Context: an optimization exercise on an open-source flow, tuned for small area, a short achievable clock period and few clock cycles per item. The choices shown serve that exercise and are no tape-out recipe.
Only simulation tests tie the RTL to the original design; equivalence was not proved.
Power is estimated from default activity; no workload was simulated.

rev 12:
==> flow/design.v (excerpt) <==
module mete (
    input  wire        clk,
    input  wire        rst,
    input  wire        bus_sel,
    input  wire        bus_we,
    input  wire [7:2]  bus_addr,
    input  wire [31:0] bus_wdata,
    output wire [31:0] bus_rdata,
    output wire        bus_ack,
    output wire        irq
);
    localparam [31:0] ID_VALUE     = 32'h4D455445;
    localparam [31:0] PARAM_VALUE  = 32'h001001FF;
    localparam [31:0] THRESH_VALUE = 32'h40800000;
    localparam [5:0] A_ID = 6'd0, A_CTRL = 6'd1, A_CMD = 6'd2, A_STATUS = 6'd3,
                     A_PIX = 6'd4, A_CRE = 6'd5, A_CIM = 6'd6, A_RESULT = 6'd7,
                     A_RGB = 6'd8, A_ZRE = 6'd9, A_ZIM = 6'd10, A_MOD2 = 6'd11,
                     A_ITER = 6'd12, A_PARAM = 6'd13, A_THRESH = 6'd14;
    localparam [3:0] E_ILLEGAL = 4'd1, E_START_BUSY = 4'd2, E_BAD_CONFIG = 4'd3,
                     E_COORD = 4'd4, E_ABORTED = 4'd5, E_OPERAND_BUSY = 4'd6;
    reg        ie_done, ie_err;
    reg [4:0]  log2n;
    reg        busy, done, err;
    reg [3:0]  errcode;
    reg [31:0] pix_xy;
    reg [31:0] c_re, c_im;
    reg        valid, dvg;
    reg [31:0] z_re, z_im;           
    reg [7:0]  iter;                 
    reg        ack_q, we_q;
    reg        rp;                   
    reg [5:0]  a_q;
    reg [3:0]  wd_q;                 
    reg        wd_hz;                
    reg [31:0] rd_q;
    reg        irq_q;
    reg        rst_q;                   
    reg        run, fin, first, xy, stall;
  ...
Size in the first run: about 8700 cells after synthesis, roughly 700 flip-flops, about 76 I/O pins, ~0.061 mm^2 of cells after synthesis.
export LEC_CHECK = 0
export ABC_AREA = 1
export CAP_MARGIN = 20
export CORE_MARGIN = 2
export CORE_UTILIZATION = 55
export CTS_BUF_LIST = sky130_fd_sc_hd__clkbuf_8
export SLEW_MARGIN = 20
create_clock -name core_clock -period 27.0 [get_ports {clk}]
standard.sh (not shown) runs the stock make flow with config.mk's settings and CLKGATE_MAP_FILE= SYNTH_SCRIPT=/design/flow/synth_recipe.tcl, a recipe that flattens the netlist after the stock synthesis.
==> flow/flow/run.sh <==
#!/bin/bash
# Own layout flow: the standard synthesis and layout (standard.sh), with
# repair_timing asked for a large setup margin so that the layout is timed
# well below the 27 ns clock. The clock, its period and the I/O constraints
# are the design's (constraint.sdc is not changed).
set -euo pipefail
bash standard.sh synth > synth.log 2>&1
bash standard.sh SETUP_SLACK_MARGIN=20 finish > layout.log 2>&1
Testbench counts of rev 12, summed over its fixed seeds: cycles 189,270, pixels 2,048.
Inputs modified between rev 12 and rev 13:
--- a/flow/config.mk
+++ b/flow/config.mk
@@ -9,5 +9,5 @@
 export CAP_MARGIN = 20
 export CORE_MARGIN = 2
-export CORE_UTILIZATION = 55
+export CORE_UTILIZATION = 50
 export CTS_BUF_LIST = sky130_fd_sc_hd__clkbuf_8
 export SLEW_MARGIN = 20
[summary]
Post-route cell area, rev 13 and rev 12: smaller value in rev 13
Re number of cells upsized or downsized after cts: rev 13 is 64 down on rev 12.
Going from rev 12 to rev 13, die area has increased; setup slack grew by 0.15 ns; reg2reg setup slack went up by 0.09 ns; worst endpoint data arrival time went down 0.15 ns.
In terms of combinational fraction of design power, rev 12 and rev 13 differ only marginally.

---

Another version of the RTL of mete (not shown whole).
Size: ~61000 um2 of cells after synthesis.
Settings: LEC_CHECK=0, ABC_AREA=1, CAP_MARGIN=20, CORE_MARGIN=2, CORE_UTILIZATION=55, CTS_BUF_LIST=sky130_fd_sc_hd__clkbuf_8, SLEW_MARGIN=20; clock period 27.0 ns.
Scripts as last shown in full above: flow/flow/run.sh
Testbench counts at the start, summed over its fixed seeds: cycles 187,222, pixels 2,048.
Next try:
--- a/flow/config.mk
+++ b/flow/config.mk
@@ -10,3 +10,3 @@
 export CORE_MARGIN = 2
-export CORE_UTILIZATION = 55
+export CORE_UTILIZATION = 50
 export CTS_BUF_LIST = sky130_fd_sc_hd__clkbuf_8
=> Combinational power shrinks by about 0.6%; non-clock buffer count is higher by 11; design area goes up by about 0.4%; synthesized cell count stays the same; synthesized area stays the same; worst setup slack loses 0.030 ns.

==> separate check: timing with driven ports <==
How much do the figures lean on ideal ports? The routed layouts below were timed once more, with nothing changed but the port constraints.
Step 1 assumes that a clkbuf_16 drives the clock port and a buf_2 every other input.
Step 2 moves the port delays by t, midway between the first and last clock arrival at a register: inputs arrive t later, outputs are due t later. That takes back most of the time a late clock gives input paths.
Slacks: ideal ports / drivers / drivers and shift; pairs: ideal ports / drivers.
run	shift t [ns]	setup WS [ns]	hold slack, ns	latest minus earliest clock arrival (ns)	pins driven straight from the clock port
rev 12	0.975	19.905 / 19.822 / 19.859	0.452 / 0.452 / 0.452	0.082 / 0.082	1
rev 13	0.941	20.050 / 19.976 / 19.582	0.437 / 0.437 / 0.437	0.056 / 0.056	1
the first run of note 2	0.905	20.098 / 20.021 / 19.456	0.439 / 0.439 / 0.439	0.091 / 0.091	1
the second run of note 2	0.935	20.068 / 19.996 / 19.394	0.442 / 0.442 / 0.442	0.095 / 0.096	1
After both steps setup and hold are still met in every run listed. The setup slack of the second run of note 2, which loses most, moves by -0.072 ns with the drivers and by -0.674 ns with both steps.
